Background: an optimization exercise with open tools, aiming at small area. Do not read the settings as production practice.
In this exercise RTL edits were held to simulation tests only and were not proved equivalent to the original.
Power and IR drop assume default switching activity.

==> design/flow/design.v <==
module ibm2ieee_conv #(
    parameter SW = 32,
    parameter DW = 32
) (
    input  wire [SW-1:0] p,
    output reg  [DW-1:0] r
);
    localparam WF  = SW - 8;                
    localparam SIG = (DW == 32) ? 23 : 52;  
    localparam signed [12:0] K = (DW == 32) ? -13'sd131 : 13'sd765;
    wire          s = p[SW-1];
    wire [6:0]    E = p[SW-2:WF];
    wire [WF-1:0] F = p[WF-1:0];
    wire [DW-1:0] sgn = {s, {(DW-1){1'b0}}};
    reg [6:0] L;
    integer i;
    always @* begin
        L = 7'd0;
        for (i = 0; i < WF; i = i + 1)
            if (F[i]) L = WF[6:0] - 7'd1 - i[6:0];
    end
    wire [WF-1:0] N = F << L;
    wire signed [12:0] ex = $signed({4'b0, E, 2'b00}) - $signed({6'b0, L}) + K;
    reg  [6:0]       nsh;
    wire [WF+63:0]   sh  = {N, 64'b0} >> nsh;
    wire [WF-1:0]    q   = sh[WF+63:64];
    wire             rb  = sh[63];
    wire             tb  = |sh[62:0];
    wire [WF:0]      rnd = {1'b0, q} + {{WF{1'b0}}, rb & (q[0] | tb)};
    wire [63:0]      rnd64 = {{(63-WF){1'b0}}, rnd};
    wire [63:0]      ex64  = {{51{1'b0}}, ex};
    wire [63:0]      N64   = {{(64-WF){1'b0}}, N};
    wire [63:0]      INF   = 64'h7F800000;
    always @* begin
        nsh = 7'd1;
        r = sgn;
        if (F != 0) begin
            if (DW == 64) begin
                if (SW == 32) begin
                    r = sgn + (ex64[DW-1:0] << SIG) + (N64[DW-1:0] << 29);
                end else begin
                    nsh = 7'd3;
                    r = sgn + (ex64[DW-1:0] << SIG) + rnd64[DW-1:0];
                end
            end else begin
                if (ex >= 0 && ex < 254) begin
                    if (SW == 32) begin
                        r = sgn + (ex64[DW-1:0] << SIG) + N64[DW-1:0];
                    end else begin
                        nsh = 7'd32;
                        r = sgn + (ex64[DW-1:0] << SIG) + rnd64[DW-1:0];
                    end
                end else if (ex >= 254) begin
                    r = sgn + INF[DW-1:0];
                end else if (ex >= -32) begin
                    if (SW == 32) nsh = 7'd0 - ex[6:0];
                    else          nsh = 7'd32 - ex[6:0];
                    r = sgn + rnd64[DW-1:0];
                end else begin
                    r = sgn;                 
                end
            end
        end
    end
endmodule
module ibm2ieee (
    input  wire        clk,
    input  wire        rst,
    input  wire        in_valid,
    input  wire [1:0]  op,
    input  wire [63:0] src,
    output reg         out_valid,
    output reg  [63:0] result
);
    wire [31:0] r_32_32;
    wire [63:0] r_32_64;
    wire [31:0] r_64_32;
    wire [63:0] r_64_64;
    ibm2ieee_conv #(.SW(32), .DW(32)) u_32_32 (.p(src[31:0]), .r(r_32_32));
    ibm2ieee_conv #(.SW(32), .DW(64)) u_32_64 (.p(src[31:0]), .r(r_32_64));
    ibm2ieee_conv #(.SW(64), .DW(32)) u_64_32 (.p(src),       .r(r_64_32));
    ibm2ieee_conv #(.SW(64), .DW(64)) u_64_64 (.p(src),       .r(r_64_64));
    reg [63:0] result_d;
    always @* begin
        case (op)
            2'b00:   result_d = {32'b0, r_32_32};
            2'b01:   result_d = r_32_64;
            2'b10:   result_d = {32'b0, r_64_32};
            default: result_d = r_64_64;
        endcase
    end
    always @(posedge clk) begin
        if (rst) out_valid <= 1'b0;
        else     out_valid <= in_valid;
        if (in_valid && !rst) result <= result_d;
    end
endmodule
==> design/flow/run.sh <==
#!/bin/bash
# synth_recipe.tcl (not shown) runs the flow's synth.tcl, then flattens the netlist and writes it again
# the make line also repeats each setting of config.mk as NAME=value (left out here)
make -C /OpenROAD-flow-scripts/flow DESIGN_CONFIG=/design/flow/config.mk WORK_HOME=/design/flow/orfs CLKGATE_MAP_FILE= SYNTH_SCRIPT=/design/flow/synth_recipe.tcl finish
==> design/flow/config.mk <==
export PLATFORM = sky130hd
export DESIGN_NAME = ibm2ieee
export DESIGN_NICKNAME = ibm2ieee
export VERILOG_FILES = /design/flow/design.v
export SDC_FILE = /design/flow/constraint.sdc
export NUM_CORES = 4
export LEC_CHECK = 0
export CAP_MARGIN = 20
export CORE_MARGIN = 2
export CORE_UTILIZATION = 40
export SLEW_MARGIN = 20
==> design/flow/constraint.sdc <==
create_clock -name core_clock -period 18.0 [get_ports {clk}]
set_input_delay 3.6000 -clock core_clock [delete_from_list [all_inputs] [get_ports {clk}]]
set_output_delay 3.6000 -clock core_clock [all_outputs]
set_load 0.01 [all_outputs]
==> results.txt, run 1 <==
Logic synthesis:
- The number of cells produced by synthesis is 3396.
- The cell taking the most area after synthesis is sky130_fd_sc_hd__edfxtp_1.
- The combinational family with the most area after synthesis is compound AO/OA/AOI/OAI gates.
- The post-synthesis cell type count is 112.
- During synthesis, Yosys emitted a total of 5 warnings.
- The post-synthesis instance area is 22300 um2.
- The count of flip-flops with a built-in enable after synthesis is 64.
- The complex-gate fraction of the synthesized area is 0.387.
- The most used flip-flop cell after synthesis is sky130_fd_sc_hd__edfxtp_1.
- Of the post-synthesis cell area, the part taken by muxes is 0.0779.
- The flip-flop and latch count after synthesis is 65.
- Of the total synthesized cell area, the portion taken by XOR and XNOR cells is 0.0666.
- Of the total synthesized cell area, the portion taken by AND, OR, NAND and NOR gates is 0.300.
- In the post-synthesis netlist, the biggest area contributors are sky130_fd_sc_hd__edfxtp_1 (8.6%), sky130_fd_sc_hd__nor2_1 (6.5%), sky130_fd_sc_hd__nand2_1 (6.1%).
- The portion of synthesized cell area occupied by the leading cell type is 0.0862.
- The average cell area after synthesis is 6.57 um2.
- The async set-or-reset flop fraction in the synthesized netlist is 0.
- The share of synthesized cell area in full adder, half adder and majority cells is 0.0222.
- Of the synthesized area, sequential elements account for 0.0871.

Finish:
- The finished layout cell area is 25100 um2.
- Across the whole layout, storage elements account for 1940 um2.
- The number of cells in the finished layout apart from fillers is 4185.
- In the final layout, the multi-input gates occupy 19200 um2.
- The fraction of layout cells with a size suffix above 1 is 0.0976.
- At the end of the flow the core is filled with cells to 0.455.
- The area growth from synthesis to layout is 12.4%.
- The number of inserted filler cells in the final layout is 5899.
- In the final design database the tool counted 3536 nets.

Setup path:
- Among the stages of the critical path, the cell type that occurs most often is sky130_fd_sc_hd__ha_1.
- The worst setup path is of the input port to flip-flop kind.
- STA classifies the critical path startpoint as an input port.
- The required time at the worst-slack endpoint is 18.11 ns.
- The worst setup path is captured at a flip-flop.
- The maximum fanout encountered on the critical timing path is 31.
- The highest-delay cell along the critical path is sky130_fd_sc_hd__clkdlybuf4s50_1.
- The largest stage delay on the critical path is 0.69 ns.
- At the worst endpoint, the arrival time is 17.15 ns.

Run status:
- The run finished with no timing, DRC or antenna violations.

GRT:
- In the global route stage, met1 resource usage came out at 0.615.
- Summed over all layers, the global routing overflow is 0.
- The pin count of the biggest net entering global routing is 65.
- The via count of the first global-routing pass is 27500.
- The initial antenna violation count is 2.
- The met3 capacity usage during global routing is 0.151.
- The total routing usage reported by global routing is 0.455.
- The met2 usage in global routing is 0.663.
- The most heavily used metal layer in global routing is met2.
- The first global-routing pass estimated 194000 um of wire.

Floorplan:
- Pin placement for this block handled 134 I/O pins.
- The die covers 57600 um2.
- In this run the vertical extent of the chip is 240 um.
- The area of the core region is 55100 um2.
- After floorplanning, the core was divided into 86 placement rows.
- The starting density of the core is 0.405.
- The floorplan step set the die width to 240 um.

Timing:
- At the pin with the least slew margin, the transition time is 1.19 ns.
- The worst relative slew slack is 0.203.
- Setup repair after global routing left no endpoint under its margin.
- The setup-violating endpoint count in the final report is 0.
- In the post-route analysis, the smallest setup slack over all paths is 0.963 ns.
- The number of endpoints with negative hold slack in the final report was 0.
- The shortest period the worst path allows is 17.04 ns.
- Setup total negative slack on the finished layout was measured at 0 ns.
- The number of slew-limit violations in the final report was 0.
- The worst hold slack after final layout is 3.84 ns.
- Of the available clock period, the critical path in the final layout requires 0.947.
- For this run, the top clock speed supported by timing is 58.7 MHz.

Route:
- After detailed routing, the number of remaining DRC violations is 0.
- The overall via count from detail_route is 30700.
- The count of nets left with antenna violations once routing finished came out at 0.
- In the routed layout, each cell is associated on average with a via count of 7.34.
- The first detailed-routing pass took 9 iterations.
- In the final routed layout, each cell accounts on average for 32.4 um.
- The routed design has 136000 um of wire.
- For this block, the initial DRC count from the detailed router was 5286.

Pwr:
- The areal power density over the cells is 98.6 nW/um2.
- For this design the static power due to leakage is 8.76 nW.
- The total design power is 2.47 mW.
- The peak ir drop on the vdd network is 0.0522 mV.

Clock tree:
- The clock passes through at most 2 buffers.
- The hold buffer count at cts is 0.
- After clock tree synthesis, the repair step resized 0 gates.
- The sink count of the clock tree is 65.
- The total number of H-tree levels is 3.
- Post-CTS timing repair inserted 0 buffers for setup.
- In this run, CTS created clock tree buffers numbering 9.
- CTS placed an instance of sky130_fd_sc_hd__clkbuf_16 at the clock tree root.
- TritonCTS built the clock tree.
- Clock-pin slew was measured on the worst setup and hold paths at 0.07 ns.

Placement:
- In this run the cell area measured after placement is 24700 um2.
- OpenSTA, run right after detailed placement, puts the worst setup slack at 1.10 ns.
- The placed cell count is 4165.
- During placement, the flow inserted port buffers numbering 133.
- The detailed placer's ending HPWL is 106000 um.
- The congestion estimate from routability-driven global placement came to 1.11.

Hold path:
- The worst min-delay path category is input port to flip-flop.
- The cell count of the worst hold path is 2.

Job:
- Across the run, the number of max-cap violations was 0.
cells in the final DEF (no fill, tap or decap), drive strengths merged, types with 43 or more instances in the layout:
master and n:
a211oi 67, a21oi 239, a22oi 78, a31oi 43, buf 150, clkdlybuf4s50 133, edfxtp 64, inv 61
mux2 43, mux2i 91, nand2 367, nand3 182, nor2 393, nor3 144, nor4 51, o211ai 72
o21ai 258, o22ai 82, xnor2 96, xor2 70
report_power, final:
part,internal [mW],switching [mW],total [mW]
Clock,0.110,0.0770,0.187
Combinational,0.623,1.47,2.09
Sequential,0.191,0.00610,0.197
Total,0.924,1.55,2.47
synth_stat cells, types with 14 or more instances:
cell / n
sky130_fd_sc_hd__a22oi_1: 77
sky130_fd_sc_hd__edfxtp_1: 64
sky130_fd_sc_hd__and3_1: 35
sky130_fd_sc_hd__o31ai_1: 24
sky130_fd_sc_hd__o21ai_0: 229
sky130_fd_sc_hd__nand3_1: 182
sky130_fd_sc_hd__or3_1: 34
sky130_fd_sc_hd__nor2_1: 389
sky130_fd_sc_hd__and2_1: 30
sky130_fd_sc_hd__mux4_2: 15
sky130_fd_sc_hd__a31oi_1: 43
sky130_fd_sc_hd__o32ai_1: 18
sky130_fd_sc_hd__o21a_1: 20
sky130_fd_sc_hd__nand2_1: 365
sky130_fd_sc_hd__buf_1: 18
sky130_fd_sc_hd__nor2b_1: 21
sky130_fd_sc_hd__a211o_1: 18
sky130_fd_sc_hd__a2bb2oi_1: 14
sky130_fd_sc_hd__mux2_2: 42
sky130_fd_sc_hd__nor4_1: 47
sky130_fd_sc_hd__clkbuf_1: 182
sky130_fd_sc_hd__o2111ai_1: 19
sky130_fd_sc_hd__o221ai_1: 40
sky130_fd_sc_hd__ha_1: 38
sky130_fd_sc_hd__mux2i_1: 91
sky130_fd_sc_hd__nor3_1: 138
sky130_fd_sc_hd__inv_1: 55
sky130_fd_sc_hd__o21ai_1: 28
sky130_fd_sc_hd__a21oi_1: 234
sky130_fd_sc_hd__xnor2_1: 95
sky130_fd_sc_hd__buf_2: 50
sky130_fd_sc_hd__or2_2: 28
sky130_fd_sc_hd__nand4_1: 37
sky130_fd_sc_hd__nand2b_1: 29
sky130_fd_sc_hd__o211ai_1: 67
sky130_fd_sc_hd__a21o_1: 33
sky130_fd_sc_hd__a221oi_1: 29
sky130_fd_sc_hd__a211oi_1: 58
sky130_fd_sc_hd__a22o_1: 16
sky130_fd_sc_hd__o22ai_1: 82
sky130_fd_sc_hd__xor2_1: 70
layout make-up:
type,count,area share
sequential,65,0.0775
timing repair buffer,283,0.0984
clock inverter,7,0.00334
inverter,59,0.00884
antenna,4,0.000399
tap,748,0.0373
multi-input combinational,3010,0.765
clock buffer,9,0.00899
logic make-up (layout without fill, tap and decap cells):
kind of cell             Yosys count  count (layout)
multiplexers                     149             149
adder cells (fa/ha/maj)           39              39
XOR/XNOR                         167             167
buffers and inverters            322             358
AND/OR/NAND/NOR                 1406            1406
flip-flops                        65              65
other                              1               6
AO/OA/AOI/OAI                   1247            1247
layer usage:
layer,wire length (um),vias to the layer above,part of all wire
met5,12,-,0.000088
met4,6970,2,0.051
met3,19600,488,0.14
met2,54500,2495,0.40
met1,54500,14600,0.40
li1,-,13100,-
worst max-delay path, delay by kind of cell:
family	cells	cell delay, ns
adder cells (fa/ha/maj)	7	1.85
AO/OA/AOI/OAI	22	5.12
AND/OR/NAND/NOR	16	3.61
XOR/XNOR	3	0.68
buffers and inverters	7	1.90
multiplexers	1	0.32
registers in the layout, indices dropped and copies added (netlist names):
register   count
result        64
out_valid      1
path summary, 6_finish.rpt:
check	slack, ns	from	endpoint
setup / recovery	0.96	src[8]	result[30]$_DFFE_PP_
hold / removal	3.84	in_valid	out_valid$_SDFF_PP0_
==> run 2, diff against run 1 <==
==> design/flow/design.v (replaced) <==
module ibm2ieee_conv (
    input  wire [1:0]  op,
    input  wire [63:0] p,
    output wire [63:0] r
);
    wire src64 = op[1];
    wire dst64 = op[0];
    wire       s = src64 ? p[63]    : p[31];
    wire [6:0] E = src64 ? p[62:56] : p[30:24];
    wire le32 = ~E[6] & (~E[5] | (E[4:0] == 5'd0));
    wire le26 = ~E[6] & ~E[5] & ~(E[4] & E[3] & (E[2] | (E[1] & E[0])));
    wire mode = ~dst64 & le32;
    wire zap  = ~dst64 & le26;
    wire [55:0] F56 = src64 ? p[55:0] : {p[23:0], 32'b0};
    wire [55:0] X   = zap  ? 56'd0 :
                      mode ? {24'd0, F56[55:24]} : F56;
    wire        st_lo = mode & src64 & (|p[23:0]);
    wire [3:0] hi4 = mode ? (E[3:0] + 4'd5) : (E[3:0] - 4'd1);
    wire       sat = dst64 | (E > 7'd48);
    wire [5:0] lim = sat ? 6'd63 : {hi4, 2'b01};
    wire [55:0] c5 = X;
    wire        g5 = (c5[55:24] == 0) & (6'd32 <= lim);
    wire [5:0]  a5 = {g5, 5'd0};
    wire [55:0] c4 = g5 ? {c5[23:0], 32'd0} : c5;
    wire        g4 = (c4[55:40] == 0) & ((a5 | 6'd16) <= lim);
    wire [5:0]  a4 = a5 | {1'b0, g4, 4'd0};
    wire [55:0] c3 = g4 ? {c4[39:0], 16'd0} : c4;
    wire        g3 = (c3[55:48] == 0) & ((a4 | 6'd8) <= lim);
    wire [5:0]  a3 = a4 | {2'b0, g3, 3'd0};
    wire [55:0] c2 = g3 ? {c3[47:0], 8'd0} : c3;
    wire        g2 = (c2[55:52] == 0) & ((a3 | 6'd4) <= lim);
    wire [5:0]  a2 = a3 | {3'b0, g2, 2'd0};
    wire [55:0] c1 = g2 ? {c2[51:0], 4'd0} : c2;
    wire        g1 = (c1[55:54] == 0) & ((a2 | 6'd2) <= lim);
    wire [5:0]  a1 = a2 | {4'b0, g1, 1'd0};
    wire [55:0] c0 = g1 ? {c1[53:0], 2'd0} : c1;
    wire        g0 = ~c0[55] & ((a1 | 6'd1) <= lim);
    wire [5:0]  A  = a1 | {5'b0, g0};
    wire [55:0] N  = g0 ? {c0[54:0], 1'd0} : c0;
    wire [8:0]  T   = {E, 2'b00} - {3'b0, A};
    wire [10:0] e   = {2'b0, E, 2'b00} - {5'b0, A} + (dst64 ? 11'd766 : 11'd1918);
    wire        ovf = ~dst64 & N[55] & (T >= 9'd385);
    wire [10:0] ef  = N[55] ? e : 11'd0;
    wire lsb = dst64 ? N[3] : N[32];
    wire rb  = dst64 ? N[2] : N[31];
    wire st  = dst64 ? (N[1] | N[0]) : ((|N[30:0]) | st_lo);
    wire inc = rb & (lsb | st) & ~ovf;
    wire [62:0] W = dst64 ? {ef, N[54:3]} :
                    {31'd0, s, ovf ? 8'hFF : ef[7:0], ovf ? 23'd0 : N[54:32]};
    assign r = {dst64 & s, W + {62'd0, inc}};
endmodule
module ibm2ieee (
    input  wire        clk,
    input  wire        rst,
    input  wire        in_valid,
    input  wire [1:0]  op,
    input  wire [63:0] src,
    output reg         out_valid,
    output reg  [63:0] result
);
    wire [63:0] result_d;
    ibm2ieee_conv u_conv (.op(op), .p(src), .r(result_d));
    always @(posedge clk) begin
        out_valid <= in_valid & ~rst;
        result    <= result_d;
    end
endmodule
==> design/flow/flow/run.sh (new file) <==
#!/bin/bash
# probe: run the standard flow unchanged, logging its output
bash standard.sh > standard.log 2>&1
==> design/flow/standard.sh (new file) <==
#!/bin/bash
# synth_recipe.tcl (not shown) runs the flow's synth.tcl, then flattens the netlist and writes it again
# the make line also repeats each setting of config.mk as NAME=value (left out here)
make -C /OpenROAD-flow-scripts/flow DESIGN_CONFIG=/design/flow/config.mk WORK_HOME=/design/flow/orfs CLKGATE_MAP_FILE= SYNTH_SCRIPT=/design/flow/synth_recipe.tcl "${@:-finish}"
removed: design/flow/run.sh
==> run 2 against run 1 <==
  * Still clean
  * Flip-flop and latch count is the same
  * Fmax grew 0.41%
  * Clock-buffer cell count is the same
  * Final area shrank 47%
  * Largest cell class unchanged
  * Largest power group unchanged
==> results.txt, run 2 <==
Setup path:
- The number of buffer and inverter stages on the critical path is 7 (unchanged).
- The arrival time of the worst setup path is 17.23 ns (+0.08 ns).
- The number of cells on the critical path is 56 (unchanged).
- The highest-delay cell along the critical path is sky130_fd_sc_hd__nor4b_1.
- The maximum fanout encountered on the critical timing path is 61 (+97%).
- The required time at the worst-slack endpoint is 18.26 ns (+0.15 ns).
- Following the worst setup path forward leads to its endpoint at result[53]$_DFF_P_.
- The element type at the critical path end is a flip-flop.
- STA classifies the critical path startpoint as an input port.
- Counting stages on the worst path, the most repeated cell is sky130_fd_sc_hd__ha_1.
- Tracing the worst setup path back leads to its startpoint at src[24].
- The largest stage delay on the critical path is 0.78 ns (+0.09 ns).
- The cell class contributing the biggest share of worst-path delay is compound AO/OA/AOI/OAI gates.
- The critical path is of the input port to flip-flop type.

Logic synthesis:
- The post-synthesis instance area was 11400 um2 (-49%).
- The async set-or-reset flop fraction in the synthesized netlist is 0 (unchanged).
- The cell taking the most area after synthesis is sky130_fd_sc_hd__mux2i_1.
- The flip-flop and latch count after synthesis came to 65 (unchanged).
- The average cell area after synthesis is 7.30 um2 (+11%).
- The sequential fraction of the synthesis area is 0.114 (+0.0266).
- The post-synthesis cell type count is 112 (unchanged).
- Yosys attributes the largest share of cell area to sky130_fd_sc_hd__mux2i_1 (13%), sky130_fd_sc_hd__dfxtp_1 (11%), sky130_fd_sc_hd__nand2_1 (5.1%).
- The most common cell in the netlist is sky130_fd_sc_hd__nand2_1.
- The count of flip-flops with a built-in enable after synthesis was 0 (-100%).
- The most used flip-flop cell after synthesis is sky130_fd_sc_hd__dfxtp_1.
- By count the netlist is led by sky130_fd_sc_hd__nand2_1 (155), sky130_fd_sc_hd__mux2i_1 (146), sky130_fd_sc_hd__nor2_1 (144).
- The portion of synthesized cell area occupied by the leading cell type is 0.128 (+0.0415).
- The number of cells produced by synthesis is 1568 (-54%).
- The number of warnings reported in the yosys synthesis log is 1 (-4).

Floorplan:
- The y dimension of the die is 173 um (-28%).
- The floorplan row count is 61 (-29%).
- The top-level I/O count is 134 (unchanged).
- The area of the core region is 28000 um2 (-49%).
- The starting density of the core is 0.408 (+0.00377).
- The overall die width is 173 um (-28%).
- The floorplan die area came to 30000 um2 (-48%).

Timing:
- The worst relative slew slack is 0.234 (+0.0315).
- The number of slew-limit violations in the final report was 0 (unchanged).
- The setup slack of the critical path after layout was 1.03 ns (+0.0689 ns).
- Setup repair after global routing left no endpoint under its margin.
- The aggregate negative setup slack came to 0 ns (unchanged).
- The setup-violating endpoint count in the final report is 0 (unchanged).
- The peak clock frequency supported by timing came to 58.9 MHz (+0.41%).
- The number of endpoints with negative hold slack in the final report is 0 (unchanged).
- The slew at the pin closest to its max-slew limit is 1.14 ns (-0.0428 ns).
- The portion of the clock cycle consumed by the worst path in the final layout is 0.943 (-0.00383).
- The shortest period the worst path allows is 16.97 ns (-0.0689 ns).

Finish:
- Compared with the post-synthesis result, the final layout area differs by 16.0%.
- The flip-flop count of the largest register, all copies and words added is 64 (unchanged).
- The most common cell after layout, fill and taps aside is sky130_fd_sc_hd__nand2_1.
- The number of nets in the layout was 1722 (-51%).
- The number of inserted filler cells in the final layout is 2874 (-51%).
- The post-layout utilization of the core came to 0.474 (+0.0188).
- The fraction of layout cells with a size suffix above 1 is 0.112 (+0.0146).
- The largest registers in the layout are result: 64 flops, out_valid: 1 flops.
- The register with the most flip-flops in the final layout is result.
- The area taken by flip-flops and latches is 1300 um2 (-33%).
- The library cells used most frequently in the layout, excluding fill and tap cells, are sky130_fd_sc_hd__nand2_1 (155), sky130_fd_sc_hd__mux2i_1 (146), sky130_fd_sc_hd__nor2_1 (144).
- The multi-input combinational cell area came to 9470 um2 (-51%).

Clock tree:
- The hold buffer count at cts was 0 (unchanged).
- The sink count of the clock tree is 65 (unchanged).
- The number of buffers created by CTS came to 9 (unchanged).
- The clock-pin slew on the worst setup and hold paths is 0.06 ns (about the same).
- The root buffer cell is sky130_fd_sc_hd__clkbuf_16.
- The maximum count of clock buffers along a single path is 2 (unchanged).
- TritonCTS built the clock tree.
- The total number of H-tree levels is 3 (unchanged).

Pwr:
- The switching part of the total power is 0.464 (-0.162).
- The areal power density over the cells is 74.6 nW/um2 (-24%).
- The peak ir drop on the vdd network is 0.0403 mV (-23%).
- The internal power consumption is 0.531 mW (-43%).
- The relative contribution of combinational cells to total power came to 0.632 (-0.213).
- The total design power came to 0.990 mW (-60%).
- The leakage power total is 5.10 nW (-42%).
- The sequential cell fraction of total power is 0.188 (+0.108).
- The switching power came to 0.460 mW (-70%).
- The clock share of power is 0.180 (+0.104).

GRT:
- The pin count of the biggest net entering global routing came to 62 (-4.6%).
- The initial antenna violation count came to 1 (-1).
- The sum of overflow across all layers after global routing is 0 (unchanged).
- The first-pass GRT wire length is 76300 um (-61%).
- The via count of the first global-routing pass is 12600 (-54%).
- The total routing usage reported by global routing is 0.327 (-0.128).

Placement:
- The detailed placer's ending HPWL is 39900 um (-62%).
- The worst-case setup slack after placement came to 0.540 ns (-0.562 ns).
- The quantity of I/O buffers inserted on ports is 133 (unchanged).
- The global placer's final weighted congestion was 1.07 (-3.8%).

Route:
- The DRC marker count from the first detailed-route iteration is 1791 (-66%).
- The routed wire length is 50600 um (-63%).
- The count of nets left with antenna violations after detail routing is 0 (unchanged).
- The DRC violation count after routing is 0 (unchanged).
- The mean routed wirelength per cell is 25.1 um (-23%).
- The post-detailed-route via-to-cell ratio is 6.57 (-10%).
- The first-pass iteration count of the detailed router is 6 (-3).
- The overall via count from detail_route came to 13300 (-57%).

Run status:
- The run finished with no timing, DRC or antenna violations.

Job:
- The number of maximum-capacitance violations is 0 (unchanged).

Hold path:
- The path class of the tightest hold or removal check is input port to flip-flop.
-- run 2: cell families after synthesis --
family                     share of synthesized area
and+or+nand+nor                                0.277
muxes                                          0.191
AOI/OAI and AO/OA                              0.282
xor gates and xnor gates                      0.0557
buffers and inverters                         0.0609
DFF                                            0.114
adders and majority gates                     0.0203
-- run 2: how the worst min path moves through the flow --
stage / startpoint / to / slack (ns) / depth (start not counted)
after floorplan: rst / out_valid$_DFF_P_ / 3.67 / 1
after global placement: rst / out_valid$_DFF_P_ / 4.12 / 2
after detailed placement: rst / out_valid$_DFF_P_ / 4.14 / 2
after CTS: rst / out_valid$_DFF_P_ / 3.78 / 2
after global routing: rst / out_valid$_DFF_P_ / 3.80 / 2
final: rst / out_valid$_DFF_P_ / 3.78 / 2
-- run 2: layout make-up --
cell class,instances,share of cell area
multi-input cells,1359,0.714
repair buffers,171,0.121
flip-flops and latches,65,0.0981
well taps,378,0.0356
clock buffers,9,0.0170
inverters,29,0.00858
clock inverters,7,0.00575
diodes,1,0.000189
-- run 2: layer usage --
layer | part of all wire | track usage
met3 | 0.12 | 0.108
met5 | 0.00097 | 0.0176
met4 | 0.029 | 0.0960
met1 | 0.44 | 0.452
met2 | 0.42 | 0.477
-- run 2: what timing repair did --
action / 4_1_cts / 5_1_grt
buffers inserted: 0 / 3
setup endpoints to repair: 0 / 16
gates resized for setup: 0 / 2
-- run 2: power by group through the flow --
| stage | logic, mW | registers (mW) | clock network, mW |
|---|---|---|---|
| finish | 0.626 | 0.186 | 0.178 |
| global route | 0.667 | 0.190 | 0.188 |
| CTS | 0.608 | 0.187 | 0.181 |
| detailed placement | 0.606 | 0.190 | 0 |
| global placement | 0.607 | 0.190 | 0 |
| floorplan | 0.370 | 0.207 | 0 |
-- run 2: per-stage QoR --
stage	hold slack, ns	cell area (um2)	std cells
floorplan	3.67	11500	1568
global placement	4.12	12900	1999
detailed placement	4.14	12900	1999
CTS	3.78	13200	2015
global route	3.80	13300	2019
finish	3.78	13300	2019
==> run 3, diff against run 2 <==
==> design/flow/run.sh (new file) <==
#!/bin/bash
# synth_recipe.tcl (not shown) runs the flow's synth.tcl, then flattens the netlist and writes it again
# the make line also repeats each setting of config.mk as NAME=value (left out here)
make -C /OpenROAD-flow-scripts/flow DESIGN_CONFIG=/design/flow/config.mk WORK_HOME=/design/flow/orfs CLKGATE_MAP_FILE= SYNTH_SCRIPT=/design/flow/synth_recipe.tcl finish
--- a/design/flow/config.mk
+++ b/design/flow/config.mk
@@ -5,6 +5,7 @@
 export SDC_FILE = /design/flow/constraint.sdc
 export NUM_CORES = 4
 export LEC_CHECK = 0
+export ABC_AREA = 1
 export CAP_MARGIN = 20
 export CORE_MARGIN = 2
 export CORE_UTILIZATION = 40
removed: design/flow/flow/run.sh
removed: design/flow/standard.sh
==> run 3 against run 2 <==
  * Still clean on timing, DRC and antenna
  * Fmax increased by 4.8%
  * Flip-flop and latch count unchanged
  * Sequential power about the same
  * Final area decreased by 8.4%
  * Non-clock buffer count fell by 29
  * Hold slack worse by 0.011 ns
  * Clock power about the same
  * Synthesized area down 8.2%
  * Clock-buffer cell count unchanged
  * Critical endpoint is now result[60]$_DFF_P_
  * Highest routed layer is now met4
==> results.txt, run 3 <==
Run status:
- The flow ran to the end and the layout has no timing, DRC or antenna violations.

Finish:
- The flip-flop count of the largest register, all copies and words added was 64 (unchanged).
- The signed area change from the synthesized netlist to the final layout is 15.7%.
- The library cells used most frequently in the layout, excluding fill and tap cells, are sky130_fd_sc_hd__nand2_1 (620), sky130_fd_sc_hd__inv_1 (262), sky130_fd_sc_hd__o21ai_0 (217).
- The post-layout utilization of the core was 0.469 (-0.00479).
- The number of inserted filler cells in the final layout is 2887 (+0.45%).
- result holds more flip-flops than any other register.
- The library cell used most frequently in the layout, excluding fill and tap cells, is sky130_fd_sc_hd__nand2_1.
- The number of nets in the layout was 2147 (+25%).
- The number of antenna cells inserted is 0 (-1).
- In the final layout, the registers with the most flip-flops are result: 64 flops, out_valid: 1 flops.
- The fraction of layout cells with a size suffix above 1 is 0.0804 (-0.0318).

Setup path:
- The required time at the worst-slack endpoint came to 18.24 ns (-0.02 ns).
- The launching element type of the critical path is an input port.
- The most numerous cell on the critical path is sky130_fd_sc_hd__nand2_1.
- The highest-delay cell along the critical path is sky130_fd_sc_hd__nand3_4.
- In this run the worst setup path begins at op[1].
- The largest stage delay on the critical path is 0.70 ns (-0.08 ns).
- The arrival time of the worst setup path came to 16.43 ns (-0.80 ns).
- The worst setup path is captured at a flip-flop.
- The category of the critical setup timing path is input port to flip-flop.
- The end point of the critical path is result[60]$_DFF_P_.
- The maximum fanout encountered on the critical timing path came to 90 (+48%).

Floorplan:
- The floorplan row count was 59 (-3.3%).
- The starting density of the core was 0.405 (-0.00302).
- The area of the core region is 25900 um2 (-7.5%).
- The y dimension of the die is 166 um (-4.1%).
- The overall die width is 166 um (-4.1%).
- The top-level I/O count came to 134 (unchanged).
- The floorplan die area is 27600 um2 (-8.0%).

Route:
- The count of nets left with antenna violations after detail routing is 0 (unchanged).
- The mean routed wirelength per cell is 17.9 um (-29%).
- The post-detailed-route via-to-cell ratio is 5.32 (-19%).
- The DRC marker count from the first detailed-route iteration is 1043 (-42%).
- The first-pass iteration count of the detailed router is 6 (unchanged).
- The DRC violation count after routing was 0 (unchanged).
- The routed wire length was 43000 um (-15%).
- The overall via count from detail_route came to 12800 (-3.7%).

Clock tree:
- The clock-pin slew on the worst setup and hold paths is 0.06 ns (about the same).
- The root buffer cell is sky130_fd_sc_hd__clkbuf_16.
- The total number of H-tree levels is 3 (unchanged).
- The maximum count of clock buffers along a single path is 2 (unchanged).
- The hold buffer count at cts is 0 (unchanged).
- The sink count of the clock tree is 65 (unchanged).
- TritonCTS built the clock tree.
- The number of setup buffers added after CTS is 0 (unchanged).
- The number of buffers created by CTS is 9 (unchanged).
- The post-cts gate resize count was 0 (unchanged).

Hold path:
- The worst min-delay path category is input port to flip-flop.
- The worst hold path begins at op[1].

Logic synthesis:
- The number of warnings reported in the yosys synthesis log is 1 (unchanged).
- The sequential fraction of the synthesis area came to 0.124 (+0.0101).
- The async set-or-reset flop fraction in the synthesized netlist is 0 (unchanged).
- The post-synthesis instance area came to 10500 um2 (-8.2%).
- Ranked by instance count, the synthesized netlist is headed by sky130_fd_sc_hd__nand2_1 (621), sky130_fd_sc_hd__inv_1 (262), sky130_fd_sc_hd__o21ai_0 (218).
- The share of synthesized cell area in full adder, half adder and majority cells was 0.0222 (+0.00181).
- The mux cell area share after synthesis is 0.0210 (-0.170).
- The most common cell in the netlist is sky130_fd_sc_hd__nand2_1.
- In the post-synthesis netlist, the biggest area contributors are sky130_fd_sc_hd__nand2_1 (22%), sky130_fd_sc_hd__dfxtp_1 (12%), sky130_fd_sc_hd__o21ai_0 (10%).
- The average cell area after synthesis came to 5.26 um2 (-28%).
- The flip-flop and latch count after synthesis is 65 (unchanged).
- The xor-xnor portion of the synthesized cell area was 0.0300 (-0.0257).
- The basic-gate share of the synthesized area counting and, or, nand and nor cells is 0.495 (+0.218).
- The complex-gate fraction of the synthesized area was 0.162 (-0.120).
- The portion of synthesized cell area occupied by the leading cell type was 0.222 (+0.0942).
- The number of cells produced by synthesis is 1997 (+27%).
- The combinational family with the most area after synthesis is simple AND/OR/NAND/NOR gates.
- The cell taking the most area after synthesis is sky130_fd_sc_hd__nand2_1.
- The post-synthesis cell type count is 50 (-55%).
- The count of flip-flops with a built-in enable after synthesis is 0 (unchanged).
- The most used flip-flop cell after synthesis is sky130_fd_sc_hd__dfxtp_1.

Pwr:
- The switching part of the total power is 0.483 (+0.0186).
- The total design power is 0.943 mW (-4.8%).
- The sequential cell fraction of total power is 0.200 (+0.012).
- The areal power density over the cells is 77.6 nW/um2 (+4.0%).
- The clock share of power is 0.186 (+0.006).
- The leakage power total is 5.86 nW (+15%).
- The relative contribution of combinational cells to total power is 0.614 (-0.018).
- The internal power consumption is 0.488 mW (-8.1%).
- The peak ir drop on the vdd network is 0.0745 mV (+85%).
- The switching power is 0.455 mW (-0.98%).

Timing:
- The setup slack of the critical path after layout was 1.81 ns (+0.776 ns).
- The number of endpoints with negative hold slack in the final report is 0 (unchanged).
- The worst relative slew slack is 0.361 (+0.127).
- The peak clock frequency supported by timing is 61.8 MHz (+4.8%).
- The number of slew-limit violations in the final report is 0 (unchanged).
- The worst hold slack after final layout is 3.77 ns (-0.0110 ns).
- The portion of the clock cycle consumed by the worst path in the final layout is 0.900 (-0.0431).
- The aggregate negative setup slack is 0 ns (unchanged).
- The setup-violating endpoint count in the final report is 0 (unchanged).
- The slew at the pin closest to its max-slew limit was 0.952 ns (-0.193 ns).
- The shortest period the worst path allows is 16.19 ns (-0.776 ns).
- Setup repair after global routing left no endpoint under its margin.

Placement:
- The quantity of I/O buffers inserted on ports is 133 (unchanged).
- The worst-case setup slack after placement is 1.28 ns (+0.743 ns).
- The global placer's final weighted congestion is 1.00 (-6.1%).
- The detailed placer's ending HPWL is 36200 um (-9.3%).

GRT:
- The pin count of the biggest net entering global routing is 91 (+47%).
- The sum of overflow across all layers after global routing is 0 (unchanged).
- The via count of the first global-routing pass is 12000 (-5.3%).
- The total routing usage reported by global routing is 0.303 (-0.0236).
- The first-pass GRT wire length came to 66100 um (-13%).
- The initial antenna violation count is 0 (-1).

Job:
- The number of maximum-capacitance violations is 0 (unchanged).
[run 3: worst min-delay path by stage]
stage                         endpoint  depth (start not counted)
finish              result[63]$_DFF_P_                          3
global route        result[63]$_DFF_P_                          3
CTS                 result[63]$_DFF_P_                          3
detailed placement  result[63]$_DFF_P_                          3
global placement    result[63]$_DFF_P_                          3
floorplan            out_valid$_DFF_P_                          1
[run 3: logic make-up (layout without fill, tap and decap cells)]
group	Yosys count	after routing
AO/OA/AOI/OAI	315	315
AND/OR/NAND/NOR	1173	1173
XOR/XNOR	33	33
multiplexers	22	22
buffers and inverters	371	439
adder cells (fa/ha/maj)	18	18
flip-flops	65	65
[run 3: power by group through the flow]
stage               clock [mW]  combinational [mW]  sequential [mW]
finish                   0.176               0.579            0.189
global route             0.185               0.634            0.193
CTS                      0.179               0.570            0.189
detailed placement           0               0.569            0.192
global placement             0               0.571            0.191
floorplan                    0               0.341            0.209
[run 3: stage by stage]
| stage | std cells | instance area (um2) |
|---|---|---|
| 2_1_floorplan | 1997 | 10500 |
| 3_3_place_gp | 2384 | 11900 |
| 4_1_cts | 2400 | 12100 |
| 6_report | 2400 | 12200 |
| 3_5_place_dp | 2384 | 11900 |
| 5_1_grt | 2400 | 12200 |
[run 3: layout make-up]
cell class              instances  area (um2)  share of cell area
multi-input cells            1561        7680               0.632
repair buffers                142        1390               0.115
flip-flops and latches         65        1300               0.107
inverters                     281        1060              0.0873
well taps                     335         419              0.0345
clock buffers                   9         225              0.0185
clock inverters                 7        70.1             0.00577
[run 3: critical path: cells and delay by family]
kind / cells / cell delay [ns]
AOI/OAI and AO/OA: 8 / 1.64
buffers and inverters: 13 / 2.61
adders and majority gates: 7 / 2.25
xor gates and xnor gates: 3 / 0.63
and+or+nand+nor: 39 / 5.61
[run 3: layer usage]
layer / global-route usage / vias to the layer above / share of wire
met2: 0.548 / 461 / 0.49
met4: 0.149 / 0 / 0.051
met1: 0.359 / 5730 / 0.41
met3: 0.0272 / 86 / 0.050
met5: 0 / - / 0
li1: - / 6493 / -
==> run 4, diff against run 3 <==
==> design/flow/flow/run.sh (new file) <==
#!/bin/bash
set -euo pipefail
HERE=$(pwd)
sed "s|SYNTH_SCRIPT=[^ ]*|SYNTH_SCRIPT=$HERE/flow/my_synth.tcl|" standard.sh > my_standard.sh
export MY_ABC_SCRIPT=$HERE/flow/abc.script
[ -n "${PORT_BUF:-}" ] && export BUFFER_PORTS_ARGS="-buffer_cell $PORT_BUF"
bash my_standard.sh > flow.log 2>&1
==> design/flow/flow/abc.script (new file) <==
strash
dch
amap
topo
==> design/flow/flow/my_synth.tcl (new file) <==
# The standard flow's synthesis script with ABC's mapping script replaced by an area-oriented one
proc synth {args} { yosys synth -nofsm -noshare {*}$args }
proc abc {args} {
  set i [lsearch -exact $args -script]
  if { $i >= 0 && [info exists ::env(MY_ABC_SCRIPT)] } {
    lset args [expr {$i + 1}] $::env(MY_ABC_SCRIPT)
  }
  puts "my abc: $args"
  yosys abc {*}$args
}
source $::env(SCRIPTS_DIR)/synth.tcl
# left out here: clear keep_hierarchy, flatten, clean up, hide names made inside functions, write 1_2_yosys.v
==> design/flow/standard.sh (new file) <==
#!/bin/bash
# synth_recipe.tcl (not shown) runs the flow's synth.tcl, then flattens the netlist and writes it again
# the make line also repeats each setting of config.mk as NAME=value (left out here)
make -C /OpenROAD-flow-scripts/flow DESIGN_CONFIG=/design/flow/config.mk WORK_HOME=/design/flow/orfs CLKGATE_MAP_FILE= SYNTH_SCRIPT=/design/flow/synth_recipe.tcl "${@:-finish}"
--- a/design/flow/config.mk
+++ b/design/flow/config.mk
@@ -5,7 +5,6 @@
 export SDC_FILE = /design/flow/constraint.sdc
 export NUM_CORES = 4
 export LEC_CHECK = 0
-export ABC_AREA = 1
 export CAP_MARGIN = 20
 export CORE_MARGIN = 2
 export CORE_UTILIZATION = 40
removed: design/flow/run.sh
==> run 4 against run 3 <==
  * Still clean on timing, DRC and antenna
  * Clock power grew 11%
  * Global-route usage up 1.1 points
  * Critical path depth shrank 6
  * First-iteration DRC count is 12% lower
  * Synthesized cell count fell by 45%
  * Flip-flop and latch count did not move
  * Critical path type unchanged
  * Critical endpoint is now result[55]$_DFF_P_
  * Largest power group unchanged
  * Highest routed layer unchanged
==> results.txt, run 4 <==
Run status:
- The flow ran to the end and the layout has no timing, DRC or antenna violations.

Finish:
- Counting flops per register, the top entry is result.
- The area taken by flip-flops and latches is 1300 um2 (unchanged).
- In the final layout, the registers with the most flip-flops are result: 64 flops, out_valid: 1 flops.
- The multi-input combinational cell area is 6240 um2 (-19%).
- The most common cell after layout, fill and taps aside is sky130_fd_sc_hd__nor2_1.
- The number of inserted filler cells in the final layout was 1753 (-39%).
- In the layout the commonest cells are sky130_fd_sc_hd__nor2_1 (173), sky130_fd_sc_hd__clkdlybuf4s50_1 (132), sky130_fd_sc_hd__o22ai_1 (123).
- The signed area change from the synthesized netlist to the final layout is 36.1%.
- The flip-flop count of the largest register, all copies and words added is 64 (unchanged).
- The post-layout utilization of the core came to 0.554 (+0.0854).
- The fraction of layout cells with a size suffix above 1 was 0.0986 (+0.0183).
- The finished layout cell area was 9920 um2 (-18%).
- The number of nets in the layout is 1339 (-38%).
- The number of cells in the finished layout apart from fillers came to 1486 (-38%).
- The number of antenna cells inserted is 0 (unchanged).

Logic synthesis:
- The number of warnings reported in the yosys synthesis log is 1 (unchanged).
- By area the synthesized netlist is led by sky130_fd_sc_hd__dfxtp_1 (18%), sky130_fd_sc_hd__o22a_1 (14%), sky130_fd_sc_hd__o22ai_1 (11%).
- The async set-or-reset flop fraction in the synthesized netlist is 0 (unchanged).
- The portion of synthesized cell area occupied by the leading cell type is 0.178 (-0.0435).
- The most used flip-flop cell after synthesis is sky130_fd_sc_hd__dfxtp_1.
- sky130_fd_sc_hd__dfxtp_1 takes more of the synthesized area than any other cell.
- The count of flip-flops with a built-in enable after synthesis is 0 (unchanged).
- The post-synthesis instance area is 7290 um2 (-31%).
- The average cell area after synthesis is 6.67 um2 (+27%).
- After synthesis, the most frequently instantiated cells are sky130_fd_sc_hd__nor2_1 (184), sky130_fd_sc_hd__o22ai_1 (130), sky130_fd_sc_hd__o22a_1 (119).
- The sequential fraction of the synthesis area came to 0.178 (+0.0545).
- The most common cell in the synthesized netlist is sky130_fd_sc_hd__nor2_1.
- The number of cells produced by synthesis is 1093 (-45%).
- The flip-flop and latch count after synthesis is 65 (unchanged).
- The post-synthesis cell type count is 44 (-12%).

Setup path:
- The required time at the worst-slack endpoint was 18.28 ns (+0.04 ns).
- In this design, the critical path's most frequently occurring cell is sky130_fd_sc_hd__nor2_1.
- STA classifies the critical path startpoint as an input port.
- The cell class contributing the biggest share of worst-path delay is simple AND/OR/NAND/NOR gates.
- The largest individual stage delay along the critical path comes from the cell sky130_fd_sc_hd__nor2b_4.
- The category of the critical setup timing path is input port to flip-flop.
- The element type at the critical path end is a flip-flop.
- The number of buffer and inverter stages on the critical path was 13 (unchanged).
- The maximum fanout encountered on the critical timing path is 59 (-34%).
- The arrival time of the worst setup path is 16.90 ns (+0.47 ns).
- The largest stage delay on the critical path is 0.51 ns (-0.19 ns).

GRT:
- The via count of the first global-routing pass is 8814 (-26%).
- The pin count of the biggest net entering global routing came to 60 (-34%).
- The initial antenna violation count is 0 (unchanged).
- The first-pass GRT wire length came to 48900 um (-26%).
- The total routing usage reported by global routing is 0.314 (+0.0107).
- The sum of overflow across all layers after global routing is 0 (unchanged).

Pwr:
- The peak ir drop on the vdd network came to 0.0641 mV (-14%).
- The total design power came to 0.800 mW (-15%).
- The leakage power total was 3.18 nW (-46%).
- The areal power density over the cells was 80.7 nW/um2 (+3.9%).

Clock tree:
- The clock-pin slew on the worst setup and hold paths is 0.06 ns (about the same).
- The root buffer cell is sky130_fd_sc_hd__clkbuf_16.
- The total number of H-tree levels is 3 (unchanged).
- The maximum count of clock buffers along a single path came to 2 (unchanged).
- The post-cts gate resize count is 0 (unchanged).
- The sink count of the clock tree is 65 (unchanged).
- The number of setup buffers added after CTS is 0 (unchanged).
- TritonCTS built the clock tree.
- The hold buffer count at cts is 0 (unchanged).
- The number of buffers created by CTS came to 9 (unchanged).

Timing:
- Setup repair after global routing left no endpoint under its margin.
- The number of slew-limit violations in the final report is 0 (unchanged).
- The setup slack of the critical path after layout is 1.37 ns (-0.436 ns).
- The portion of the clock cycle consumed by the worst path in the final layout came to 0.924 (+0.0242).
- The slew at the pin closest to its max-slew limit was 0.762 ns (-0.190 ns).
- The shortest period the worst path allows is 16.63 ns (+0.436 ns).
- The peak clock frequency supported by timing is 60.1 MHz (-2.6%).
- The aggregate negative setup slack is 0 ns (unchanged).
- The number of endpoints with negative hold slack in the final report is 0 (unchanged).
- The worst hold slack after final layout is 3.79 ns (+0.0235 ns).
- The setup-violating endpoint count in the final report was 0 (unchanged).
- The worst relative slew slack is 0.491 (+0.129).

Hold path:
- The tightest min-delay check is of the input port to flip-flop type.

Floorplan:
- The starting density of the core came to 0.407 (+0.00204).
- The top-level I/O count is 134 (unchanged).
- The y dimension of the die is 139 um (-16%).
- The overall die width is 139 um (-16%).
- The area of the core region came to 17900 um2 (-31%).
- The floorplan row count came to 49 (-17%).
- The floorplan die area is 19300 um2 (-30%).

Route:
- The count of nets left with antenna violations after detail routing came to 0 (unchanged).
- The mean routed wirelength per cell is 21.0 um (+17%).
- The first-pass iteration count of the detailed router is 6 (unchanged).
- The overall via count from detail_route is 9516 (-25%).
- The routed wire length came to 31200 um (-28%).
- The post-detailed-route via-to-cell ratio is 6.40 (+20%).
- The DRC marker count from the first detailed-route iteration is 913 (-12%).
- The DRC violation count after routing is 0 (unchanged).

Placement:
- The placed cell count is 1470 (-38%).
- The global placer's final weighted congestion is 1.02 (+1.2%).
- The quantity of I/O buffers inserted on ports is 133 (unchanged).
- The detailed placer's ending HPWL is 25300 um (-30%).
- The worst-case setup slack after placement is 1.17 ns (-0.115 ns).
- The area of placed instances was 9590 um2 (-19%).

Job:
- The number of maximum-capacitance violations came to 0 (unchanged).
run 4: cells by family (layout without fill, tap and decap cells):
family | after synthesis | after routing | synth area share
AO/OA/AOI/OAI | 463 | 463 | 0.438
XOR/XNOR | 3 | 3 | 0.00360
adder cells (fa/ha/maj) | 18 | 18 | 0.0319
AND/OR/NAND/NOR | 475 | 475 | 0.312
flip-flops | 65 | 65 | 0.178
buffers and inverters | 69 | 233 | 0.0355
run 4: worst paths after layout:
| check | to | from | cells past startpoint |
|---|---|---|---|
| max | result[55]$_DFF_P_ | op[1] | 64 |
| min | out_valid$_DFF_P_ | rst | 2 |
run 4: cell type report:
| class | instances | share of cell area |
|---|---|---|
| sequential | 65 | 0.131 |
| clock inverter | 6 | 0.00920 |
| multi-input combinational | 959 | 0.629 |
| timing repair buffer | 148 | 0.145 |
| clock buffer | 10 | 0.0241 |
| inverter | 69 | 0.0330 |
| tap | 229 | 0.0289 |
run 4: where the power goes:
part / total [mW] / internal [mW] / switching, mW
sequential: 0.181 / 0.173 / 0.00854
clock: 0.195 / 0.125 / 0.0700
combinational: 0.424 / 0.172 / 0.252
total: 0.800 / 0.470 / 0.331
run 4: per-layer routing:
metal,vias to the layer above,wire length (um),global-route usage
li1,4678,-,-
met1,4351,14300,0.435
met5,-,0,0
met3,72,2040,0.0439
met2,415,13600,0.492
met4,0,1190,0.126
==> run 5, diff against run 4 <==
==> design/flow/flow/run.sh (replaced) <==
#!/bin/bash
set -euo pipefail
HERE=$(pwd)
sed "s|SYNTH_SCRIPT=[^ ]*|SYNTH_SCRIPT=$HERE/flow/my_synth.tcl|" standard.sh > my_standard.sh
export MY_ABC_SCRIPT=$HERE/flow/abc.script
export BUFFER_PORTS_ARGS="-buffer_cell sky130_fd_sc_hd__buf_1"
bash my_standard.sh > flow.log 2>&1
==> run 5 against run 4 <==
  * Still clean on timing, DRC and antenna
  * Final area is 8.5% lower
  * Via count shrank 0.85%
  * Global-route usage decreased by 1.5 points
  * Core utilization is 4.7 points lower
  * Power decreased by 8.4%
  * Hold slack got worse by 0.40 ns
  * Critical path type unchanged
  * Largest cell class unchanged
  * Highest routed layer unchanged
==> results.txt, run 5 <==
Logic synthesis:
- The average cell area after synthesis is 6.67 um2 (unchanged).
- The count of flip-flops with a built-in enable after synthesis is 0 (unchanged).
- The flip-flop and latch count after synthesis came to 65 (unchanged).
- The number of cells produced by synthesis came to 1093 (unchanged).
- The commonest cells after synthesis are sky130_fd_sc_hd__nor2_1 (184), sky130_fd_sc_hd__o22ai_1 (130), sky130_fd_sc_hd__o22a_1 (119).
- The cell taking the most area after synthesis is sky130_fd_sc_hd__dfxtp_1.
- The most common cell in the netlist is sky130_fd_sc_hd__nor2_1.
- The portion of synthesized cell area occupied by the leading cell type is 0.178 (unchanged).
- Yosys attributes the largest share of cell area to sky130_fd_sc_hd__dfxtp_1 (18%), sky130_fd_sc_hd__o22a_1 (14%), sky130_fd_sc_hd__o22ai_1 (11%).
- The post-synthesis cell type count was 44 (unchanged).
- For this run, the leading register cell type out of synthesis is sky130_fd_sc_hd__dfxtp_1.
- The async set-or-reset flop fraction in the synthesized netlist is 0 (unchanged).
- The number of warnings reported in the yosys synthesis log is 1 (unchanged).
- The post-synthesis instance area came to 7290 um2 (unchanged).
- The sequential fraction of the synthesis area is 0.178 (unchanged).

Pwr:
- The peak ir drop on the vdd network is 0.0626 mV (-2.3%).
- The areal power density over the cells is 80.8 nW/um2 (+0.12%).
- The leakage power total is 2.82 nW (-11%).

Timing:
- Setup repair after global routing left no endpoint under its margin.
- The setup-violating endpoint count in the final report is 0 (unchanged).
- The portion of the clock cycle consumed by the worst path in the final layout came to 0.913 (-0.0108).
- The worst relative slew slack came to 0.449 (-0.0417).
- The shortest period the worst path allows was 16.43 ns (-0.195 ns).
- The number of slew-limit violations in the final report is 0 (unchanged).
- The aggregate negative setup slack came to 0 ns (unchanged).
- The slew at the pin closest to its max-slew limit is 0.827 ns (+0.0641 ns).
- The peak clock frequency supported by timing is 60.9 MHz (+1.2%).
- The setup slack of the critical path after layout came to 1.57 ns (+0.195 ns).
- The number of endpoints with negative hold slack in the final report was 0 (unchanged).

Hold path:
- The worst min-delay path category is input port to flip-flop.

Finish:
- The number of inserted filler cells in the final layout came to 1893 (+8.0%).
- The number of cells in the finished layout apart from fillers is 1487 (+0.067%).
- The flip-flop count of the largest register, all copies and words added came to 64 (unchanged).
- The register with the highest flop count is result.
- The number of nets in the layout is 1340 (+0.075%).
- The fraction of layout cells with a size suffix above 1 is 0.100 (+0.00151).
- The most common cell after layout, fill and taps aside is sky130_fd_sc_hd__nor2_1.
- The number of antenna cells inserted is 0 (unchanged).
- The top cell types in the final layout, fill and taps aside, are sky130_fd_sc_hd__nor2_1 (173), sky130_fd_sc_hd__buf_1 (132), sky130_fd_sc_hd__o22ai_1 (123).
- The area taken by flip-flops and latches was 1300 um2 (unchanged).
- The area growth from synthesis to layout is 24.5%.
- The largest registers in the layout are result: 64 flops, out_valid: 1 flops.
- The multi-input combinational cell area is 6250 um2 (+0.14%).
- The finished layout cell area is 9080 um2 (-8.5%).

Clock tree:
- The clock-pin slew on the worst setup and hold paths came to 0.06 ns (about the same).
- The maximum count of clock buffers along a single path is 2 (unchanged).
- The number of buffers created by CTS came to 9 (unchanged).
- The post-cts gate resize count is 0 (unchanged).
- The total number of H-tree levels is 3 (unchanged).
- The hold buffer count at cts is 0 (unchanged).
- TritonCTS built the clock tree.
- The number of setup buffers added after CTS is 0 (unchanged).
- The sink count of the clock tree is 65 (unchanged).
- The root buffer cell is sky130_fd_sc_hd__clkbuf_16.

Floorplan:
- The floorplan row count is 49 (unchanged).
- The starting density of the core was 0.407 (unchanged).
- The y dimension of the die is 139 um (unchanged).
- The floorplan die area was 19300 um2 (unchanged).
- The area of the core region is 17900 um2 (unchanged).
- The overall die width is 139 um (unchanged).
- The top-level I/O count is 134 (unchanged).

Setup path:
- The maximum fanout encountered on the critical timing path is 59 (unchanged).
- STA classifies the critical path startpoint as an input port.
- The worst setup path is captured at a flip-flop.
- The largest stage delay on the critical path is 0.49 ns (-0.02 ns).
- The required time at the worst-slack endpoint is 18.28 ns (about the same).
- The category of the critical setup timing path is input port to flip-flop.
- The highest-delay cell along the critical path is sky130_fd_sc_hd__or4_4.
- The arrival time of the worst setup path is 16.71 ns (-0.19 ns).
- Among the stages of the critical path, the cell type that occurs most often is sky130_fd_sc_hd__nor2_1.

Run status:
- The run finished with no timing, DRC or antenna violations.

GRT:
- The via count of the first global-routing pass is 8659 (-1.8%).
- The pin count of the biggest net entering global routing came to 60 (unchanged).
- The sum of overflow across all layers after global routing is 0 (unchanged).
- The initial antenna violation count was 0 (unchanged).
- The total routing usage reported by global routing is 0.298 (-0.0154).
- The first-pass GRT wire length was 46700 um (-4.6%).

Placement:
- The global placer's final weighted congestion is 0.959 (-5.7%).
- The quantity of I/O buffers inserted on ports was 133 (unchanged).
- The worst-case setup slack after placement is 0.872 ns (-0.297 ns).
- The detailed placer's ending HPWL came to 24200 um (-4.2%).
- The placed cell count is 1469 (-0.068%).
- The area of placed instances came to 8760 um2 (-8.7%).

Route:
- The overall via count from detail_route is 9435 (-0.85%).
- The mean routed wirelength per cell came to 20.0 um (-4.4%).
- The routed wire length is 29800 um (-4.3%).
- The post-detailed-route via-to-cell ratio is 6.34 (-0.92%).
- The DRC violation count after routing came to 0 (unchanged).
- The first-pass iteration count of the detailed router was 5 (-1).
- The count of nets left with antenna violations after detail routing is 0 (unchanged).
- The DRC marker count from the first detailed-route iteration is 814 (-11%).

Job:
- The number of maximum-capacitance violations is 0 (unchanged).
==> run 5: power breakdown <==
part	switching (mW)	internal, mW
sequential	0.00793	0.172
clock	0.0698	0.108
combinational	0.248	0.127
==> run 5: routing by layer <==
metal,vias to the layer above,global-route usage,part of all wire
met2,362,0.465,0.44
li1,4700,-,-
met5,-,0,0
met3,60,0.0511,0.060
met1,4313,0.410,0.47
met4,0,0.119,0.035
==> run 5: through the flow <==
step	total power [mW]	util	hold slack [ns]
CTS	0.730	0.506	3.39
finish	0.733	0.507	3.40
floorplan	0.436	-	3.67
detailed placement	0.547	0.489	3.76
global placement	0.551	0.489	3.75
global route	0.780	0.507	3.39
==> run 5: kinds of logic after synthesis <==
family / count (synthesis) / share of synthesized area
and+or+nand+nor: 475 / 0.312
AOI/OAI and AO/OA: 463 / 0.438
buffers and inverters: 69 / 0.0355
DFF: 65 / 0.178
adders and majority gates: 18 / 0.0319
xor gates and xnor gates: 3 / 0.00360
==> run 5: path summary, 6_finish.rpt <==
path  startpoint            endpoint  slack (ns)  depth (start not counted)
min          rst   out_valid$_DFF_P_        3.40                          2
max        op[1]  result[55]$_DFF_P_        1.57                         58
==> run 5: worst max-delay path: cells and delay by family <==
family / cells / cell delay (ns)
AND/OR/NAND/NOR: 29 / 6.28
buffers and inverters: 14 / 3.37
AO/OA/AOI/OAI: 10 / 2.10
adder cells (fa/ha/maj): 5 / 1.27
==> run 5: cell type report <==
| type | instances | area share |
|---|---|---|
| Clock buffer | 9 | 0.0248 |
| Clock inverter | 7 | 0.00868 |
| Inverter | 69 | 0.0365 |
| Multi-Input combinational cell | 960 | 0.688 |
| Sequential cell | 65 | 0.143 |
| Tap cell | 229 | 0.0315 |
| Timing Repair Buffer | 147 | 0.0667 |
| Timing Repair inverter | 1 | 0.000551 |
==> run 6, diff against run 5 <==
--- a/design/flow/design.v
+++ b/design/flow/design.v
@@ -47,7 +47,22 @@
     wire inc = rb & (lsb | st) & ~ovf;
     wire [62:0] W = dst64 ? {ef, N[54:3]} :
                     {31'd0, s, ovf ? 8'hFF : ef[7:0], ovf ? 23'd0 : N[54:32]};
-    assign r = {dst64 & s, W + {62'd0, inc}};
+    wire [7:0]  bp;                  
+    wire [8:0]  bc;                  
+    wire [62:0] c;
+    assign bc[0] = inc;
+    genvar b, j;
+    generate for (b = 0; b < 8; b = b + 1) begin : blk
+        localparam LO = 8 * b;
+        localparam HI = (b == 7) ? 62 : 8 * b + 7;
+        assign bp[b] = &W[HI:LO];
+        assign bc[b+1] = bc[b] & bp[b];
+        assign c[LO] = bc[b];
+        for (j = LO + 1; j <= HI; j = j + 1) begin : bt
+            assign c[j] = c[j-1] & W[j-1];
+        end
+    end endgenerate
+    assign r = {dst64 & s, W ^ c};
 endmodule
 module ibm2ieee (
     input  wire        clk,
==> run 6 against run 5 <==
  * Still clean on timing, DRC and antenna
  * Critical path type unchanged
  * Worst setup slack improved by 0.046 ns
  * Fmax grew 0.28%
  * Core utilization shrank 0.15 points
  * Clock power about the same
  * Sequential share of layout area up 1.2 points
  * Wire length down 15%
  * Largest power group unchanged
  * Synthesized cell count decreased by 16%
==> results.txt, run 6 <==
Run status:
- The flow ran to the end and the layout has no timing, DRC or antenna violations.

GRT:
- The sum of overflow across all layers after global routing was 0 (unchanged).
- The initial antenna violation count is 0 (unchanged).
- The total routing usage reported by global routing is 0.274 (-0.0243).
- The via count of the first global-routing pass was 7481 (-14%).
- The pin count of the biggest net entering global routing was 61 (+1.7%).
- The first-pass GRT wire length is 39900 um (-15%).

Clock tree:
- In this run the clock root is driven by a sky130_fd_sc_hd__clkbuf_16.
- The sink count of the clock tree is 65 (unchanged).
- The post-cts gate resize count was 0 (unchanged).
- The maximum count of clock buffers along a single path is 2 (unchanged).
- The hold buffer count at cts was 0 (unchanged).
- The number of setup buffers added after CTS is 0 (unchanged).
- The clock-pin slew on the worst setup and hold paths was 0.06 ns (about the same).
- The total number of H-tree levels is 3 (unchanged).
- TritonCTS built the clock tree.
- The number of buffers created by CTS is 9 (unchanged).

Route:
- The DRC marker count from the first detailed-route iteration is 616 (-24%).
- The routed wire length is 25300 um (-15%).
- The first-pass iteration count of the detailed router is 5 (unchanged).
- The overall via count from detail_route is 8124 (-14%).
- The post-detailed-route via-to-cell ratio came to 6.18 (-2.6%).
- The mean routed wirelength per cell is 19.2 um (-4.2%).
- The DRC violation count after routing is 0 (unchanged).
- The count of nets left with antenna violations after detail routing came to 0 (unchanged).

Timing:
- The shortest period the worst path allows is 16.39 ns (-0.0458 ns).
- Setup repair after global routing left no endpoint under its margin.
- The worst relative slew slack was 0.372 (-0.0767).
- The setup slack of the critical path after layout came to 1.61 ns (+0.0458 ns).
- The worst hold slack after final layout was 3.41 ns (+0.0163 ns).
- The number of endpoints with negative hold slack in the final report is 0 (unchanged).
- The peak clock frequency supported by timing came to 61.0 MHz (+0.28%).
- The portion of the clock cycle consumed by the worst path in the final layout is 0.910 (-0.00255).
- The setup-violating endpoint count in the final report was 0 (unchanged).
- The slew at the pin closest to its max-slew limit is 0.942 ns (+0.115 ns).
- The number of slew-limit violations in the final report is 0 (unchanged).

Logic synthesis:
- The async set-or-reset flop fraction in the synthesized netlist came to 0 (unchanged).
- The post-synthesis instance area came to 6750 um2 (-7.4%).
- The flip-flop and latch count after synthesis is 65 (unchanged).
- The most used flip-flop cell after synthesis is sky130_fd_sc_hd__dfxtp_1.
- The average cell area after synthesis is 7.34 um2 (+10%).
- The sequential fraction of the synthesis area is 0.193 (+0.0143).
- The number of warnings reported in the yosys synthesis log is 1 (unchanged).
- The portion of synthesized cell area occupied by the leading cell type is 0.193 (+0.0143).
- By instance count, the leading cell after synthesis is sky130_fd_sc_hd__nor2_1.
- The count of flip-flops with a built-in enable after synthesis is 0 (unchanged).
- Summed over all instances, the cell type with the most area after synthesis is sky130_fd_sc_hd__dfxtp_1.
- The number of cells produced by synthesis is 920 (-16%).
- The post-synthesis cell type count is 39 (-11%).
- By count the netlist is led by sky130_fd_sc_hd__nor2_1 (141), sky130_fd_sc_hd__o22ai_1 (111), sky130_fd_sc_hd__o22a_1 (110).
- Sorting the synthesized cells by area gives the leading types as sky130_fd_sc_hd__dfxtp_1 (19%), sky130_fd_sc_hd__o22a_1 (14%), sky130_fd_sc_hd__ha_1 (13%).

Placement:
- The worst-case setup slack after placement came to 1.35 ns (+0.481 ns).
- The quantity of I/O buffers inserted on ports came to 133 (unchanged).
- The global placer's final weighted congestion is 0.981 (+2.3%).
- The area of placed instances is 8060 um2 (-8.0%).
- The detailed placer's ending HPWL was 20300 um (-16%).
- The placed cell count came to 1299 (-12%).

Setup path:
- The critical path in this run is classified as input port to flip-flop.
- The maximum fanout encountered on the critical timing path is 35 (-41%).
- The element type at the critical path end is a flip-flop.
- The largest stage delay on the critical path is 0.58 ns (+0.09 ns).
- The arrival time of the worst setup path is 16.61 ns (-0.10 ns).
- The required time at the worst-slack endpoint is 18.23 ns (-0.05 ns).
- On the critical path, the stage with the largest delay is an instance of sky130_fd_sc_hd__nor2_4.
- The worst setup path is launched from an input port.

Finish:
- The area growth from synthesis to layout is 23.7%.
- The fraction of layout cells with a size suffix above 1 was 0.0749 (-0.0253).
- The flip-flop count of the largest register, all copies and words added came to 64 (unchanged).
- The library cells used most frequently in the layout, excluding fill and tap cells, are sky130_fd_sc_hd__nor2_1 (138), sky130_fd_sc_hd__buf_1 (132), sky130_fd_sc_hd__o22a_1 (110).
- The register with the highest flop count is result.
- The library cell used most frequently in the layout, excluding fill and tap cells, is sky130_fd_sc_hd__nor2_1.
- The largest registers in the layout are result: 64 flops, out_valid: 1 flops.
- The finished layout cell area is 8360 um2 (-8.0%).
- The number of nets in the layout came to 1229 (-8.3%).
- The post-layout utilization of the core is 0.506 (-0.00155).
- The number of cells in the finished layout apart from fillers is 1315 (-12%).
- The number of antenna cells inserted is 0 (unchanged).

Floorplan:
- The top-level I/O count is 134 (unchanged).
- The area of the core region came to 16500 um2 (-7.7%).
- The overall die width is 134 um (-3.7%).
- The floorplan die area is 17900 um2 (-7.2%).
- The floorplan row count is 47 (-4.1%).
- The starting density of the core is 0.409 (+0.00126).
- The y dimension of the die is 134 um (-3.7%).

Pwr:
- The leakage power total came to 3.04 nW (+7.9%).
- The peak ir drop on the vdd network is 0.0567 mV (-9.5%).
- The areal power density over the cells is 79.3 nW/um2 (-1.7%).

Hold path:
- The worst hold path belongs to the class input port to flip-flop.

Job:
- The number of maximum-capacitance violations came to 0 (unchanged).
==> run 6: changes by cell type after synthesis, sizes merged, moves of 15 or more <==
cell    previous run  this run
ha                17        69
clkinv            69        41
or2               47        32
o22ai            130       111
nor3              33        12
or3               16         0
nand4             44        20
nand2             90        73
nor2             184       141
a21oi             91        62
==> run 6: cells by family (layout without fill, tap and decap cells) <==
group	count (synthesis)	in the layout	share of synthesized area
AOI/OAI and AO/OA	418	418	0.431
adders and majority gates	70	70	0.131
buffers and inverters	41	216	0.0228
DFF	65	65	0.193
and+or+nand+nor	326	326	0.223
==> run 6: metal layers <==
metal	vias to the layer above	part of all wire	global-route usage
met5	-	0	0
met4	0	0.029	0.0940
met3	42	0.048	0.0246
met2	293	0.46	0.456
met1	3746	0.47	0.372
li1	4043	-	-
==> run 6: path summary, 6_finish.rpt <==
check / start / endpoint / slack (ns) / cells past startpoint
worst max-delay path: op[1] / result[62]$_DFF_P_ / 1.61 / 64
worst min-delay path: rst / out_valid$_DFF_P_ / 3.41 / 2
==> run 6: critical path, delay by kind of cell <==
kind / cells / cell delay [ns]
adders and majority gates: 10 / 1.99
buffers and inverters: 12 / 2.08
and+or+nand+nor: 25 / 5.61
AOI/OAI and AO/OA: 17 / 3.27
==> run 6: area by class of cell <==
cell class | count | area [um2]
tap | 220 | 275
timing repair buffer | 159 | 696
fill | 1744 | 8170
clock inverter | 7 | 76.3
inverter | 41 | 228
clock buffer | 9 | 225
sequential | 65 | 1300
multi-input combinational | 814 | 5560
==> run 6: power breakdown <==
| part | leakage, nW | internal (mW) | total (mW) | switching (mW) |
|---|---|---|---|---|
| Clock | 0.142 | 0.108 | 0.178 | 0.0696 |
| Sequential | 0.544 | 0.171 | 0.179 | 0.00722 |
| Combinational | 2.35 | 0.110 | 0.307 | 0.197 |
==> run 6: metrics by stage <==
step / power, mW / setup TNS (ns)
final: 0.663 / 0
after global routing: 0.705 / 0
after CTS: 0.663 / 0
after detailed placement: 0.481 / 0
after global placement: 0.484 / 0
after floorplan: 0.382 / -32.66

## port drivers added, routing unchanged
No port has a modelled driver above. Below, the same layouts with a new extraction and two added sets of constraints.
Step 1 (the two cells are an assumption about what drives the block):
set clk [get_ports {clk}]
set_driving_cell -lib_cell sky130_fd_sc_hd__clkbuf_16 $clk
set_driving_cell -lib_cell sky130_fd_sc_hd__buf_2 [delete_from_list [all_inputs] $clk]
Step 2 times the ports against the registers' clock, not the clock port: input delays grow and output delays shrink by t, the midpoint of the rising clock arrivals with the driver on.
a / b / c = ideal / step 1 / step 2; a / b = the first two.
run | shift t [ns] | setup slack, ns | slew at the worst register clock pin (ns) | worst slew at a driven data input, ns
run 1 | 0.389 | 0.963 / 0.983 / 0.594 | 0.07 / 0.07 | 0.04
run 2 | 0.387 | 1.032 / 1.054 / 0.668 | 0.06 / 0.06 | 0.05
run 3 | 0.374 | 1.808 / 1.820 / 1.446 | 0.07 / 0.07 | 0.06
run 4 | 0.386 | 1.372 / 1.397 / 1.011 | 0.06 / 0.06 | 0.05
run 5 | 0.385 | 1.567 / 1.554 / 1.169 | 0.06 / 0.06 | 0.06
run 6 | 0.378 | 1.612 / 1.632 / 1.255 | 0.06 / 0.06 | 0.04
After both steps setup and hold are still met in every run listed. The setup slack of run 5, which loses most, moves by -0.013 ns with the drivers and by -0.398 ns with both steps.
